This is an optimization exercise on Yosys and OpenROAD, whose aim is small area, a short achievable clock period and few clock cycles per item, not a production implementation.
In this exercise RTL edits were held to simulation tests only and were not proved equivalent to the original.
Power and IR drop assume default switching activity.

==> flow/design.v <==
module fp32_mul (
    input  wire [31:0] a,
    input  wire [31:0] b,
    output reg  [31:0] y
);
    wire        sa = a[31];
    wire        sb = b[31];
    wire [7:0]  ea = a[30:23];
    wire [7:0]  eb = b[30:23];
    wire [22:0] fa = a[22:0];
    wire [22:0] fb = b[22:0];
    wire a_nan  = (ea == 8'hFF) && (fa != 0);
    wire b_nan  = (eb == 8'hFF) && (fb != 0);
    wire a_inf  = (ea == 8'hFF) && (fa == 0);
    wire b_inf  = (eb == 8'hFF) && (fb == 0);
    wire a_zero = (ea == 8'h00) && (fa == 0);
    wire b_zero = (eb == 8'h00) && (fb == 0);
    wire sign   = sa ^ sb;
    wire [23:0] ma = {ea != 0, fa};
    wire [23:0] mb = {eb != 0, fb};
    wire [9:0]  xa = (ea == 0) ? 10'd1 : {2'b00, ea};
    wire [9:0]  xb = (eb == 0) ? 10'd1 : {2'b00, eb};
    wire [47:0] prod = ma * mb;
    reg [5:0] lz;
    integer i;
    always @* begin
        lz = 6'd48;
        for (i = 0; i < 48; i = i + 1)
            if (prod[i]) lz = 47 - i;
    end
    reg signed [11:0] e_res;     
    reg [47:0]        pn;        
    reg [47:0]        ps;        
    reg               lost;      
    reg [11:0]        rsh;
    reg [23:0]        sig;
    reg               guard, sticky, rnd;
    reg [7:0]         efield;
    reg [30:0]        mag;
    always @* begin
        e_res = $signed({2'b00, xa}) + $signed({2'b00, xb}) - 12'sd126 - $signed({6'b0, lz});
        pn    = prod << lz;
        if (e_res >= 1) begin
            rsh = 12'd0;
        end else begin
            rsh = 12'd1 - e_res;
            if (rsh > 12'd49) rsh = 12'd49;
        end
        ps   = pn >> rsh;
        lost = (rsh == 0) ? 1'b0 : |(pn & ~({48{1'b1}} << rsh));
        sig    = ps[47:24];
        guard  = ps[23];
        sticky = (|ps[22:0]) | lost;
        rnd    = guard & (sticky | sig[0]);
        efield = (e_res >= 1) ? e_res[7:0] : 8'd0;
        mag    = {efield, sig[22:0]} + {30'd0, rnd};
        if (a_nan || b_nan || (a_inf && b_zero) || (b_inf && a_zero))
            y = 32'h7FC00000;
        else if (a_inf || b_inf)
            y = {sign, 8'hFF, 23'd0};
        else if (a_zero || b_zero)
            y = {sign, 31'd0};
        else if (e_res >= 255)
            y = {sign, 8'hFF, 23'd0};
        else
            y = {sign, mag};
    end
endmodule
module fp32_add (
    input  wire [31:0] a,
    input  wire [31:0] b,
    input  wire        sub,
    output reg  [31:0] y
);
    wire [31:0] bb = {b[31] ^ sub, b[30:0]};
    wire a_nan = (a[30:23] == 8'hFF) && (a[22:0] != 0);
    wire b_nan = (bb[30:23] == 8'hFF) && (bb[22:0] != 0);
    wire a_inf = (a[30:23] == 8'hFF) && (a[22:0] == 0);
    wire b_inf = (bb[30:23] == 8'hFF) && (bb[22:0] == 0);
    wire        swap = bb[30:0] > a[30:0];
    wire [31:0] p = swap ? bb : a;
    wire [31:0] q = swap ? a  : bb;
    wire [7:0]  ep = (p[30:23] == 0) ? 8'd1 : p[30:23];
    wire [7:0]  eq = (q[30:23] == 0) ? 8'd1 : q[30:23];
    wire [23:0] mp = {p[30:23] != 0, p[22:0]};
    wire [23:0] mq = {q[30:23] != 0, q[22:0]};
    wire        eff_sub = p[31] ^ q[31];
    reg [7:0]  d;
    reg [26:0] p_al, q_al, q_sh;
    reg        st;
    reg [27:0] s;
    reg [26:0] sn;
    reg [4:0]  lz;
    reg [4:0]  lsh;
    reg [8:0]  e;
    reg        guard, sticky, rnd;
    reg [7:0]  efield;
    reg [30:0] mag;
    integer i;
    always @* begin
        d        = ep - eq;
        p_al      = {mp, 3'b000};
        q_al    = {mq, 3'b000};
        if (d > 8'd27) begin
            q_sh = 27'd0;
            st       = |q_al;
        end else begin
            q_sh = q_al >> d;
            st       = |(q_al & ~({27{1'b1}} << d));
        end
        q_sh = q_sh | {26'd0, st};
        s = eff_sub ? ({1'b0, p_al} - {1'b0, q_sh}) : ({1'b0, p_al} + {1'b0, q_sh});
        e = {1'b0, ep};
        if (s[27]) begin
            sn = s[27:1] | {26'd0, s[0]};
            e  = e + 9'd1;
        end else begin
            lz = 5'd27;
            for (i = 0; i < 27; i = i + 1)
                if (s[i]) lz = 26 - i;
            if ({4'd0, lz} > e - 9'd1)
                lsh = e[4:0] - 5'd1;
            else
                lsh = lz;
            sn = s[26:0] << lsh;
            e  = e - {4'd0, lsh};
        end
        guard  = sn[2];
        sticky = sn[1] | sn[0];
        rnd    = guard & (sticky | sn[3]);
        efield = sn[26] ? e[7:0] : 8'd0;
        mag    = {efield, sn[25:3]} + {30'd0, rnd};
        if (a_nan || b_nan || (a_inf && b_inf && (a[31] != bb[31])))
            y = 32'h7FC00000;
        else if (a_inf)
            y = a;
        else if (b_inf)
            y = bb;
        else if (s == 28'd0)
            y = {eff_sub ? 1'b0 : p[31], 31'd0};
        else if (e >= 9'd255)
            y = {p[31], 8'hFF, 23'd0};
        else
            y = {p[31], mag};
    end
endmodule
module lasp_filter_bank (
    input  wire        clk,
    input  wire        rst,
    input  wire        cfg_we,
    input  wire [3:0]  cfg_addr,
    input  wire [31:0] cfg_data,
    output wire        cfg_ready,
    input  wire        in_valid,
    output wire        in_ready,
    input  wire [31:0] in_sample,
    output wire        out_valid,
    input  wire        out_ready,
    output wire [31:0] out_low,
    output wire [31:0] out_mid,
    output wire [31:0] out_high
);
    localparam S_IDLE = 2'd0, S_RUN = 2'd1, S_OUT = 2'd2;
    reg [1:0]  state;
    reg [2:0]  sec;         
    reg [3:0]  step;        
    reg [31:0] coef [0:14];
    reg [31:0] z1 [0:5];
    reg [31:0] z2 [0:5];
    reg [31:0] x_in;        
    reg [31:0] xs;          
    reg [31:0] ys;          
    reg [31:0] r_m;         
    reg [31:0] r_t;         
    reg [31:0] o_low, o_mid, o_high;
    assign cfg_ready = (state == S_IDLE);
    assign in_ready  = (state == S_IDLE);
    assign out_valid = (state == S_OUT);
    assign out_low   = o_low;
    assign out_mid   = o_mid;
    assign out_high  = o_high;
    wire [3:0]  cbase = (sec[2:1] == 2'd0) ? 4'd0 : (sec[2:1] == 2'd1) ? 4'd5 : 4'd10;
    wire [31:0] c_a0 = coef[cbase + 4'd0];
    wire [31:0] c_a1 = coef[cbase + 4'd1];
    wire [31:0] c_a2 = coef[cbase + 4'd2];
    wire [31:0] c_b1 = coef[cbase + 4'd3];
    wire [31:0] c_b2 = coef[cbase + 4'd4];
    reg [31:0] mul_a, mul_b, add_a, add_b;
    reg        add_sub;
    always @* begin
        mul_a = xs;  mul_b = c_a0;
        add_a = r_m; add_b = z1[sec]; add_sub = 1'b0;
        case (step)
            4'd0: begin mul_a = xs;  mul_b = c_a0; end
            4'd1: begin add_a = r_m; add_b = z1[sec]; add_sub = 1'b0; end
            4'd2: begin mul_a = xs;  mul_b = c_a1; end
            4'd3: begin add_a = r_m; add_b = z2[sec]; add_sub = 1'b0; end
            4'd4: begin mul_a = c_b1; mul_b = ys; end
            4'd5: begin add_a = r_t; add_b = r_m; add_sub = 1'b1; end
            4'd6: begin mul_a = xs;  mul_b = c_a2; end
            4'd7: begin mul_a = c_b2; mul_b = ys; end
            4'd8: begin add_a = r_m; add_b = r_t; add_sub = 1'b1; end
            default: ;
        endcase
    end
    wire [31:0] mul_y, add_y;
    fp32_mul u_mul (.a(mul_a), .b(mul_b), .y(mul_y));
    fp32_add u_add (.a(add_a), .b(add_b), .sub(add_sub), .y(add_y));
    integer k;
    always @(posedge clk) begin
        if (rst) begin
            state  <= S_IDLE;
            sec    <= 3'd0;
            step   <= 4'd0;
            x_in   <= 32'd0;
            xs     <= 32'd0;
            ys     <= 32'd0;
            r_m    <= 32'd0;
            r_t    <= 32'd0;
            o_low  <= 32'd0;
            o_mid  <= 32'd0;
            o_high <= 32'd0;
            for (k = 0; k < 15; k = k + 1) coef[k] <= 32'd0;
            for (k = 0; k < 6; k = k + 1) begin
                z1[k] <= 32'd0;
                z2[k] <= 32'd0;
            end
        end else begin
            if (cfg_we && cfg_ready && cfg_addr < 4'd15)
                coef[cfg_addr] <= cfg_data;
            case (state)
                S_IDLE: begin
                    if (in_valid) begin
                        x_in  <= in_sample;
                        xs    <= in_sample;
                        sec   <= 3'd0;
                        step  <= 4'd0;
                        state <= S_RUN;
                    end
                end
                S_RUN: begin
                    case (step)
                        4'd0, 4'd2, 4'd6: r_m <= mul_y;
                        4'd1: ys <= add_y;
                        4'd3: r_t <= add_y;
                        4'd4: r_m <= mul_y;
                        4'd5: z1[sec] <= add_y;
                        4'd7: r_t <= mul_y;
                        4'd8: z2[sec] <= add_y;
                        default: ;
                    endcase
                    if (step == 4'd8) begin
                        step <= 4'd0;
                        if (sec[0] == 1'b0) begin
                            xs <= ys;
                        end else begin
                            xs <= x_in;
                            case (sec[2:1])
                                2'd0: o_low <= ys;
                                2'd1: o_mid <= ys;
                                default: o_high <= ys;
                            endcase
                        end
                        if (sec == 3'd5) begin
                            sec   <= 3'd0;
                            state <= S_OUT;
                        end else begin
                            sec <= sec + 3'd1;
                        end
                    end else begin
                        step <= step + 4'd1;
                    end
                end
                S_OUT: begin
                    if (out_ready)
                        state <= S_IDLE;
                end
                default: state <= S_IDLE;
            endcase
        end
    end
endmodule
==> flow/run.sh <==
#!/bin/bash
# synth_recipe.tcl (not shown) runs the flow's synth.tcl, then flattens the netlist and writes it again
# the make line also repeats each setting of config.mk as NAME=value (left out here)
make -C /OpenROAD-flow-scripts/flow DESIGN_CONFIG=/design/flow/config.mk WORK_HOME=/design/flow/orfs CLKGATE_MAP_FILE= SYNTH_SCRIPT=/design/flow/synth_recipe.tcl finish
==> flow/config.mk <==
export PLATFORM = sky130hd
export DESIGN_NAME = lasp_filter_bank
export DESIGN_NICKNAME = lasp_filter_bank
export VERILOG_FILES = /design/flow/design.v
export SDC_FILE = /design/flow/constraint.sdc
export NUM_CORES = 4
export LEC_CHECK = 0
export CAP_MARGIN = 20
export CORE_MARGIN = 2
export CORE_UTILIZATION = 40
export SLEW_MARGIN = 20
==> flow/constraint.sdc <==
create_clock -name core_clock -period 20.0 [get_ports {clk}]
set_input_delay 4.0000 -clock core_clock [delete_from_list [all_inputs] [get_ports {clk}]]
set_output_delay 4.0000 -clock core_clock [all_outputs]
set_load 0.01 [all_outputs]
==> metrics.yaml <==
rows: 180
worst_ir_drop_vdd_mv: 0.2371
route.detailed.drc: 0
drive_gt1_share_pct: 12.56
grt_pass1_wl_mm: 611.6
wl_mm: 425.9
io_pins: 172
viasPerCell: 6.147
detail-route-antenna-nets: 0
avgRoutedWirePerCell_um: 30.32
grt_max_degree: 130
cpMaxStageDelayCell: "a2111oi_0"
yosysSeqAreaShare_pct: 36.46
fin_nets: 11599
setup_tns_ps: 0
routed-wl-met2_mm: 196.2
status: "timing/DRC/antenna clean"
synth_top_area_share_pct: 30.90
p_leak_nw: 41.11
synth_fp_nets: 11228
cellPowerDensity_nw_per_um2: 202.5
startpoint_type: "flip-flop"
whs_ps: 455.1
netlist.top_cell.by_area: "edfxtp_1"
cts_hold_buf: 0
cts_buffer_depth: 3
skew_ps: 28.97
die_h_um: 495.0
cts_resized: 0
antenna_found_initial: 17
finalSetupViolCount: 0
slew_headroom_pct: 20.18
met1Wirelength_mm: 164.7
io_buffers: 171
fin_ws_ps: 1314
hp-class: "reg2reg"
core_area_um2: 240100
worst-r2r-cell-count: 79
crit_arrival_ps: 19380
syn2layout_area_growth_pct: 14.67
gp_routability_congestion: 1.024
stdcell_area_um2: 110600
ys_top_cells_by_count: "1302 x nand2_1, 1021 x nor2_1, 992 x edfxtp_1"
clk_latency_ps: 820
num_vias: 86346
endpoint_kind: "flip-flop"
worst_pin_slew_ps: 1185
fin_cells: 14046
ys_seq_elements: 1260
grt_usage_pct: 34.10
clock-sinks: 1260
drtIter0Drc: 9802
period_share_pct: 93.43
synthCells: 10362
crit_type: "reg2reg"
ys.flop_type: "edfxtp_1"
cts_buffers: 141
r2r_start: "step[3]"
required_ps: 20700
rrSetupSlack_ps: 1310
dp_hpwl_mm: 315.0
cp_max_fo: 34
grt_pass1_vias: 85956
ys_warn_count: 3
period_needed_ps: 18690
root_buffer: "clkbuf_16"
cts.clk_slew.worst_paths_ps: 60
utilization_pct: 46.05
initial_core_util_pct: 40.16
placed_cell_area_um2: 106100
hold_start: "x_in[5]"
cts_setup_buffers: 0
dp_slack_ps: 1682
dpl.cell_count: 13775
dieArea_um2: 245000
route.met3.wl_mm: 32.83
num-fill-cells: 23113
synth_edf_count: 992
cpMostUsedCell: "buf_4"
synthTopCellsByArea: "edfxtp_1 31%, fa_1 10%, dfxtp_1 5.6%, nand2_1 5.1%, mux2i_1 4.6%"
avgSynthCellArea_um2: 9.304
die_x_um: 495.0
cts_max_level: 4
design_power_total_mw: 22.39
syn_area_um2: 96410
cts_tree: "done"
synthDistinctLibCells: 126
routed.top_layer: "met5"
holdPathEnd: "x_in[5]"
grt_setup_unrepaired: "false"
grt.overflow.total: 0
cp_slowest_stage_delay_ps: 1000
maxCapViolations: 0
first_pass_iters: 6
fmax_ghz: 0.05352
async_flop_share_pct: 0
timing.rr.end: "ys[19]"
whs_path_depth: 2
finalMaxSlewViolations: 0
synth.most_common_cell: "nand2_1"
finalHoldViolCount: 0
-- worst max path at each step --
stage	startpoint	to	slack (ps)	cells after the start
2_1_floorplan	step[0]	z1[5][4]	1240	89
3_3_place_gp	step[1]	z1[5][22]	1640	78
3_5_place_dp	step[1]	ys[19]	1680	80
4_1_cts	step[1]	ys[19]	1550	81
5_1_grt	step[3]	z1[5][22]	300	83
6_report	step[3]	ys[19]	1310	79
-- metal layers --
metal	GRT usage, %	vias up
li1	-	37926
met1	42.42	43092
met2	54.62	4298
met3	6.056	1016
met4	21.97	14
met5	0	-
-- registers in the layout (all words and copies together), names as in the netlist, named ones only --
register	flops
step	4
r_t	32
sec	3
z2	256
o_high	32
o_mid	32
xs	32
state	2
r_m	32
ys	32
z1	256
coef	480
x_in	32
o_low	32
-- cell type report --
cell class	instances	area, um2	area share, %
Inverter	539	2026	1.832
Antenna cell	12	30.03	0.02716
Timing Repair Buffer	986	8234	7.448
Sequential cell	1260	35170	31.81
Clock buffer	191	3829	3.463
Clock inverter	68	611.8	0.5534
Multi-Input combinational cell	7805	56670	51.26
Tap cell	3185	3985	3.605
-- power breakdown --
group,total (mW),switching (mW),internal [mW]
Combinational,16.9,11.1,5.76
Clock,2.53,1.13,1.40
Sequential,2.97,0.0551,2.91
Total,22.4,12.3,10.1
-- kinds of logic after synthesis --
group                      after synthesis  synth area share [%]
AOI/OAI and AO/OA                     2412                 16.71
xor gates and xnor gates               138                 1.285
muxes                                  576                 7.101
and+or+nand+nor                       3886                 18.89
adders and majority gates              793                 14.08
buffers and inverters                 1297                 5.464
DFF                                   1260                 36.46
-- critical path: cells and delay by family (launching register included) --
family	cells	cell delay, ps
and+or+nand+nor	28	4890
muxes	3	420
xor gates and xnor gates	1	120
AOI/OAI and AO/OA	28	7690
adders and majority gates	5	1480
DFF	1	870
buffers and inverters	14	3040
-- cells in the final DEF (no fill, tap or decap), types with 64 or more instances in the layout --
cell type	synthesis	final
nand2_1	1302	1300
nor2_1	1021	1004
edfxtp_1	992	992
buf_4	25	783
a21oi_1	623	621
and2_1	613	614
inv_1	525	525
fa_1	487	487
mux2i_1	446	445
o21ai_0	405	392
ha_1	306	303
nand3_1	275	272
dfxtp_1	268	262
nor3_1	206	196
clkdlybuf4s50_1	0	170
clkbuf_16	0	143
a211oi_1	143	139
a22oi_1	136	136
o211ai_1	115	115
a31oi_1	88	87
xnor2_1	87	85
o22ai_1	82	82
mux4_2	80	80
nand4_1	67	67
a21o_1	66	66
a221oi_1	65	64
Testbench counts, summed over its fixed seeds: cycles 44,800, items 800.

[static timing again, ports no longer ideal]
The flow's constraints put no driver on any port. The routed layout listed below was extracted and timed again, unchanged, in two steps.
Step 1, drivers: a clkbuf_16 drives clk and a buf_2 each remaining input, both assumed.
Step 2 also shifts input and output timing later by t, the mid clock arrival at the registers, as if the neighbouring blocks saw the same clock.
Three values: ideal, step 1, step 2; two values: the first two.
t (ns): 0.909
slack for setup (ns): 1.314 / 1.314 / 1.314
worst setup path after step 2: register to register
slew at the worst register clock pin (ns): 0.06 / 0.06
worst slew at a driven data input, ns: 0.11
After both steps this run still meets setup and hold. The setup slack of this run moves by 0.000 ns with the drivers and by 0.000 ns with both steps.
